This design comes from an exercise in tuning for small area, a short achievable clock period and few clock cycles per item on the open sky130 flow, not from production work. Function was checked by simulation only, so behaviour that the tests miss may differ from the original. Power and IR drop assume default switching activity.

==> design/flow/constraint.sdc <==
create_clock -name core_clock -period 5.0 [get_ports {clk}]
set_input_delay 1.0000 -clock core_clock [delete_from_list [all_inputs] [get_ports {clk}]]
set_output_delay 1.0000 -clock core_clock [all_outputs]
set_load 0.01 [all_outputs]
==> design/flow/run.sh <==
#!/bin/bash
# synth_recipe.tcl (not shown) runs the flow's synth.tcl, then flattens the netlist and writes it again
# the make line also repeats each setting of config.mk as NAME=value (left out here)
make -C /OpenROAD-flow-scripts/flow DESIGN_CONFIG=/design/flow/config.mk WORK_HOME=/design/flow/orfs CLKGATE_MAP_FILE= SYNTH_SCRIPT=/design/flow/synth_recipe.tcl finish
==> design/flow/design.v <==
module cashaddr_codec (
    input  wire         clk,
    input  wire         rst,           
    input  wire         in_valid,
    output wire         in_ready,
    input  wire         in_op,         
    input  wire         in_net,        
    input  wire [7:0]   in_ver,        
    input  wire [159:0] in_hash,       
    input  wire [335:0] in_text,       
    output reg          out_valid,
    output wire [335:0] out_text,      
    output wire [7:0]   out_ver,       
    output wire [159:0] out_hash,      
    output wire [39:0]  out_chk,       
    output reg          out_err,       
    output reg  [5:0]   out_errpos     
);
    localparam [2:0] S_IDLE = 3'd0,
                     S_PFX  = 3'd1,
                     S_BODY = 3'd2,
                     S_ZERO = 3'd3,
                     S_CK   = 3'd4;
    localparam [39:0] G0 = 40'h98F2BC8E61,
                      G1 = 40'h79B76D99E2,
                      G2 = 40'hF33E5FB3C4,
                      G3 = 40'hAE2EABE2A8,
                      G4 = 40'h1E4F43E470;
    function [39:0] pm_step(input [39:0] c, input [4:0] v);
        reg [4:0]  c0;
        reg [39:0] n;
        begin
            c0 = c[39:35];
            n  = {c[34:0], v};
            if (c0[0]) n = n ^ G0;
            if (c0[1]) n = n ^ G1;
            if (c0[2]) n = n ^ G2;
            if (c0[3]) n = n ^ G3;
            if (c0[4]) n = n ^ G4;
            pm_step = n;
        end
    endfunction
    function [4:0] pe_group(input n, input [3:0] i);
        begin
            if (!n) begin
                case (i)
                    4'd0: pe_group = 5'd5;
                    4'd1: pe_group = 5'd3;
                    4'd2: pe_group = 5'd1;
                    4'd3: pe_group = 5'd19;
                    4'd4: pe_group = 5'd8;
                    default: pe_group = 5'd0;
                endcase
            end else begin
                case (i)
                    4'd0:  pe_group = 5'd2;
                    4'd1:  pe_group = 5'd9;
                    4'd2:  pe_group = 5'd20;
                    4'd3:  pe_group = 5'd3;
                    4'd4:  pe_group = 5'd15;
                    4'd5:  pe_group = 5'd9;
                    4'd6:  pe_group = 5'd14;
                    4'd7:  pe_group = 5'd3;
                    4'd8:  pe_group = 5'd1;
                    4'd9:  pe_group = 5'd19;
                    4'd10: pe_group = 5'd8;
                    default: pe_group = 5'd0;
                endcase
            end
        end
    endfunction
    function [7:0] b32_char(input [4:0] g);
        begin
            case (g)
                5'd0:  b32_char = "q";
                5'd1:  b32_char = "p";
                5'd2:  b32_char = "z";
                5'd3:  b32_char = "r";
                5'd4:  b32_char = "y";
                5'd5:  b32_char = "9";
                5'd6:  b32_char = "x";
                5'd7:  b32_char = "8";
                5'd8:  b32_char = "g";
                5'd9:  b32_char = "f";
                5'd10: b32_char = "2";
                5'd11: b32_char = "t";
                5'd12: b32_char = "v";
                5'd13: b32_char = "d";
                5'd14: b32_char = "w";
                5'd15: b32_char = "0";
                5'd16: b32_char = "s";
                5'd17: b32_char = "3";
                5'd18: b32_char = "j";
                5'd19: b32_char = "n";
                5'd20: b32_char = "5";
                5'd21: b32_char = "4";
                5'd22: b32_char = "k";
                5'd23: b32_char = "h";
                5'd24: b32_char = "c";
                5'd25: b32_char = "e";
                5'd26: b32_char = "6";
                5'd27: b32_char = "m";
                5'd28: b32_char = "u";
                5'd29: b32_char = "a";
                5'd30: b32_char = "7";
                default: b32_char = "l";
            endcase
        end
    endfunction
    function [5:0] b32_val(input [7:0] c);
        begin
            case (c)
                "q": b32_val = {1'b1, 5'd0};
                "p": b32_val = {1'b1, 5'd1};
                "z": b32_val = {1'b1, 5'd2};
                "r": b32_val = {1'b1, 5'd3};
                "y": b32_val = {1'b1, 5'd4};
                "9": b32_val = {1'b1, 5'd5};
                "x": b32_val = {1'b1, 5'd6};
                "8": b32_val = {1'b1, 5'd7};
                "g": b32_val = {1'b1, 5'd8};
                "f": b32_val = {1'b1, 5'd9};
                "2": b32_val = {1'b1, 5'd10};
                "t": b32_val = {1'b1, 5'd11};
                "v": b32_val = {1'b1, 5'd12};
                "d": b32_val = {1'b1, 5'd13};
                "w": b32_val = {1'b1, 5'd14};
                "0": b32_val = {1'b1, 5'd15};
                "s": b32_val = {1'b1, 5'd16};
                "3": b32_val = {1'b1, 5'd17};
                "j": b32_val = {1'b1, 5'd18};
                "n": b32_val = {1'b1, 5'd19};
                "5": b32_val = {1'b1, 5'd20};
                "4": b32_val = {1'b1, 5'd21};
                "k": b32_val = {1'b1, 5'd22};
                "h": b32_val = {1'b1, 5'd23};
                "c": b32_val = {1'b1, 5'd24};
                "e": b32_val = {1'b1, 5'd25};
                "6": b32_val = {1'b1, 5'd26};
                "m": b32_val = {1'b1, 5'd27};
                "u": b32_val = {1'b1, 5'd28};
                "a": b32_val = {1'b1, 5'd29};
                "7": b32_val = {1'b1, 5'd30};
                "l": b32_val = {1'b1, 5'd31};
                default: b32_val = 6'd0;
            endcase
        end
    endfunction
    reg [2:0]   state;
    reg         op;
    reg         net;
    reg [5:0]   cnt;
    reg [39:0]  chk;     
    reg [209:0] sr;      
    reg [335:0] txt;     
    assign in_ready = (state == S_IDLE);
    wire [39:0] res = chk ^ 40'd1;
    assign out_chk  = res;
    assign out_text = txt;
    assign out_ver = (sr[209:202] == 8'h08) ? 8'd5 : 8'd0;
    genvar gi;
    generate
        for (gi = 0; gi < 20; gi = gi + 1) begin : g_hash
            assign out_hash[8*gi +: 8] = sr[201-8*gi -: 8];
        end
    endgenerate
    reg [209:0] enc_load;
    integer i;
    always @(*) begin
        enc_load = 210'd0;
        enc_load[209:202] = (in_ver == 8'd5) ? 8'h08 : 8'h00;
        for (i = 0; i < 20; i = i + 1)
            enc_load[201-8*i -: 8] = in_hash[8*i +: 8];
    end
    wire [3:0]  pe_last  = net ? 4'd11 : 4'd5;
    wire [4:0]  enc_g    = sr[209:205];
    wire [5:0]  dec_cv   = b32_val(txt[7:0]);
    wire [4:0]  ck_g     = res[39 - 5*cnt[2:0] -: 5];
    always @(posedge clk) begin
        out_valid <= 1'b0;
        if (rst) begin
            state <= S_IDLE;
        end else begin
            case (state)
                S_IDLE: begin
                    if (in_valid) begin
                        op         <= in_op;
                        net        <= in_net;
                        cnt        <= 6'd0;
                        chk        <= 40'd1;
                        out_err    <= 1'b0;
                        out_errpos <= 6'd0;
                        if (in_op) begin
                            txt <= in_text;
                        end else begin
                            sr  <= enc_load;
                        end
                        state <= S_PFX;
                    end
                end
                S_PFX: begin
                    chk <= pm_step(chk, pe_group(net, cnt[3:0]));
                    if (cnt[3:0] == pe_last) begin
                        cnt   <= 6'd0;
                        state <= S_BODY;
                    end else begin
                        cnt <= cnt + 6'd1;
                    end
                end
                S_BODY: begin
                    if (!op) begin
                        chk <= pm_step(chk, enc_g);
                        sr  <= {sr[204:0], 5'd0};
                        txt <= {b32_char(enc_g), txt[335:8]};
                        if (cnt == 6'd33) begin
                            cnt   <= 6'd0;
                            state <= S_ZERO;
                        end else begin
                            cnt <= cnt + 6'd1;
                        end
                    end else begin
                        chk <= pm_step(chk, dec_cv[4:0]);
                        sr  <= {sr[204:0], dec_cv[4:0]};
                        txt <= {8'd0, txt[335:8]};
                        if (!dec_cv[5] && !out_err) begin
                            out_err    <= 1'b1;
                            out_errpos <= cnt;
                        end
                        if (cnt == 6'd41) begin
                            out_valid <= 1'b1;
                            state     <= S_IDLE;
                        end else begin
                            cnt <= cnt + 6'd1;
                        end
                    end
                end
                S_ZERO: begin
                    chk <= pm_step(chk, 5'd0);
                    if (cnt == 6'd7) begin
                        cnt   <= 6'd0;
                        state <= S_CK;
                    end else begin
                        cnt <= cnt + 6'd1;
                    end
                end
                S_CK: begin
                    txt <= {b32_char(ck_g), txt[335:8]};
                    if (cnt == 6'd7) begin
                        out_valid <= 1'b1;
                        state     <= S_IDLE;
                    end else begin
                        cnt <= cnt + 6'd1;
                    end
                end
                default: state <= S_IDLE;
            endcase
        end
    end
endmodule
==> design/flow/config.mk <==
export PLATFORM = sky130hd
export DESIGN_NAME = cashaddr_codec
export DESIGN_NICKNAME = cashaddr_codec
export VERILOG_FILES = /design/flow/design.v
export SDC_FILE = /design/flow/constraint.sdc
export NUM_CORES = 4
export LEC_CHECK = 0
export CAP_MARGIN = 20
export CORE_AREA = 10 10 410 410
export DIE_AREA = 0 0 420 420
export SLEW_MARGIN = 20
==> results.toml <==
[clocking]
cts_buffers = 78
cts.path.max_buffers = 3
cts.sinks = 622
clkTransAtPathRegs_ps = 60
clk_latency_ps = 670
cts_root_buf = "clkbuf_16"
cts.htree.levels = 3
hold_buffers = 0
postCtsSetupBuffers = 0
cts_tree = "done"
cts-resized-gates = 0

[global_routing]
grt_pass1_wl_mm = 213.3
gr-usage-all-layers = 0.1718
grt_max_degree = 197
gr-usage-met1 = 0.2112
grt_overflow_total = 0
grt_pass1_vias = 25260
gr-max-usage-layer = "met2"
grtUsageMet2 = 0.2732
use_met3 = 0.06087
antenna_found_initial = 41

[setup_path]
cp_max_fo = 19
cpPeakStageDelay_ps = 720
r2r_slack_ps = 890
path_class = "reg2reg"
worst_path_max_delay_cell = "ha_2"
critical_path_buf_inv_count = 2
crit_family = "compound AO/OA/AOI/OAI gates"
critPathLaunchType = "flip-flop"
cp-end-kind = "flip-flop"
worstPathRequired_ps = 5470
crit_chain = "inv_1, ha_2, buf_4, mux4_2, nand2_1, a21oi_1, o21ai_1, o31ai_1, a32oi_2, nor2_1, a2111o_1, o211ai_1"
worstPathArrival_ps = 4580

[yosys]
avgSynthCellArea_um2 = 9.963
yosys_warnings = 1
synthCells = 3120
synth_area_leaders = "edfxtp_1 58%, nand2_1 18%, buf_4 5.0%, clkbuf_1 1.7%, dfxtp_1 1.4%"
postSynth.asyncResetShare = 0
ys_seq_area_frac = 0.5941
synth_edf_count = 601
synth_ff_type = "edfxtp_1"
yosys.area.top_type = "edfxtp_1"
ys_types = 81
synthTopCellsByCount = "1505 x nand2_1, 601 x edfxtp_1, 209 x buf_4"
yosysTopAreaCellShare = 0.5806
synth_seq_cells = 622
synthMostInstantiatedCell = "nand2_1"
syn_area_um2 = 31080

[timing]
worstMarginPinSlew_ps = 1079
min_period_ps = 4106
rsz0062_at_grt = "no"
max_freq_mhz = 243.5
hold_viol = 0
fin_setup_tns_ps = 0
finalSetupViolCount = 0
max-slew-margin-rel = 0.2809
slew_violations = 0
post-route-period-util = 0.8213
final.setup_skew_ps = 45.58

[power_and_ir_drop]
power_density_nw_per_um2 = 506.4
leakage_nw = 17.26
ir_drop_v = 0.0003127

[detailed_routing]
routed_wl_mm = 162.2
vias = 26460
vias_per_cell = 4.362
wl_per_cell_um = 26.74
firstDrtPassIters = 6
drtAntennaViolNets = 0
drc_errors = 0
drtIter0Drc = 2780

[die]
die-area_um2 = 176400
core_um2 = 158700
start_util = 0.1958
fp.dieH_um = 420
rows = 146
fp.dieW_um = 420
ios = 1062

[layout]
instances_no_fill = 6066
fin_nets = 4444
utilization = 0.2828
final_area_um2 = 44900
drive_gt1_frac = 0.05000
area_growth_pct = 44.44

[job]
cap_violations = 0

[placement]
numPortBuffers = 1055
dp.cells = 5909
placed_area_um2 = 42330
gp_congestion = 0.9584
dpl.hpwl_mm = 130.1

[worst_hold_path]
hold_class = "reg2reg"

[run_status]
status = "no timing/DRC/antenna violations"
==> area by class of cell <==
| cell class | count | area, µm² |
|---|---|---|
| multi-input combinational | 2108 | 10310 |
| inverter | 22 | 98.84 |
| timing repair buffer | 1085 | 10860 |
| clock buffer | 92 | 2047 |
| tap | 2072 | 2592 |
| sequential | 622 | 18470 |
| fill | 16600 | 113800 |
| clock inverter | 51 | 484.2 |
| antenna | 14 | 35.03 |
==> registers in the layout, summed over array words and instances (netlist names), named ones only <==
register    count
chk            40
cnt             6
net             1
op              1
out_err         1
out_errpos      6
out_valid       1
sr            210
state           3
txt           336
==> worst reg2reg max path, stage by stage, from the launching register on <==
cell	delay, ps
edfxtp_1	590
inv_1	160
ha_2	720
buf_4	330
mux4_2	520
nand2_1	80
a21oi_1	80
o21ai_1	150
o31ai_1	110
a32oi_2	520
nor2_1	150
a2111o_1	420
o211ai_1	110
==> metrics by stage <==
stage          hold slack [ps]  worst slack, ps  total power [mW]
2_1_floorplan            483.6           -694.5             13.42
3_3_place_gp             490.1            712.3             17.13
3_5_place_dp             499.2            772.9             17.16
4_1_cts                  506.7            877.0             23.00
5_1_grt                  533.2            675.5             23.97
6_report                 506.9            893.6             22.74
==> power breakdown <==
group | leakage [nW] | switching, mW | internal, mW
clock | 1.22 | 2.48 | 3.19
combinational | 10.3 | 5.23 | 3.56
sequential | 5.75 | 1.02 | 7.27
==> metal layers <==
layer | routed length, µm | vias up | share of wire
met2 | 75620 | 1322 | 0.47
met1 | 63880 | 13050 | 0.39
met5 | 38 | - | 0.00023
met3 | 16080 | 235 | 0.099
li1 | - | 11850 | -
met4 | 6584 | 6 | 0.041
==> final timing paths <==
path	end	from	cells after the start
worst min register to register	txt[260]	txt[268]	2
worst max register to register	txt[331]	cnt[1]	12
worst max-delay path	txt[331]	cnt[1]	12
worst min-delay path	txt[260]	txt[268]	2
==> layout by cell type, fill, tap and decap left out, drive strengths merged, types with 13 or more instances in the layout <==
cell	n
and2	66
nand3	17
clkbuf	92
buf	30
nand2	1505
clkdlybuf4s50	1055
ha	18
dfxtp	21
mux2	16
o22ai	14
a21oi	34
mux2i	29
nor2	102
diode	14
nor3	25
o21ai	39
xnor2	27
mux4	29
a22oi	13
clkinv	38
inv	25
edfxtp	601
xor2	30
==> cells by family (layout without fill, tap and decap cells) <==
family / after synthesis / after routing / synth area share
xor gates and xnor gates: 57 / 57 / 0.01630
buffers and inverters: 395 / 1250 / 0.07664
DFF: 622 / 622 / 0.5941
muxes: 74 / 74 / 0.03796
AOI/OAI and AO/OA: 182 / 182 / 0.04065
and+or+nand+nor: 1771 / 1771 / 0.2270
other: 1 / 20 / 0.0001206
adders and majority gates: 18 / 18 / 0.007245
Testbench counts, summed over its fixed seeds: cycles 269,194, items 4,800.

-- static timing again, ports no longer ideal --
In the flow no input, the clock included, has a driving cell. The finished layout below was timed again as built, in two steps.
Step 1 (the two cells are an assumption about what drives the block):
set clk [get_ports {clk}]
set_driving_cell -lib_cell sky130_fd_sc_hd__clkbuf_16 $clk
set_driving_cell -lib_cell sky130_fd_sc_hd__buf_2 [delete_from_list [all_inputs] $clk]
Step 2 times the ports against the registers' clock, not the clock port: input delays grow and output delays shrink by t, the midpoint of the rising clock arrivals with the driver on.
Slacks: ideal ports / drivers / drivers and shift; pairs: ideal ports / drivers.
t (ns): 0.712
setup slack, ns: 0.894 / 0.894 / 0.607
worst hold slack (ns): 0.507 / 0.507 / 0.507
pins driven straight from the clock port: 1
After both steps setup and hold are still met in this run. The setup slack of this run moves by 0.000 ns with the drivers and by -0.287 ns with both steps.
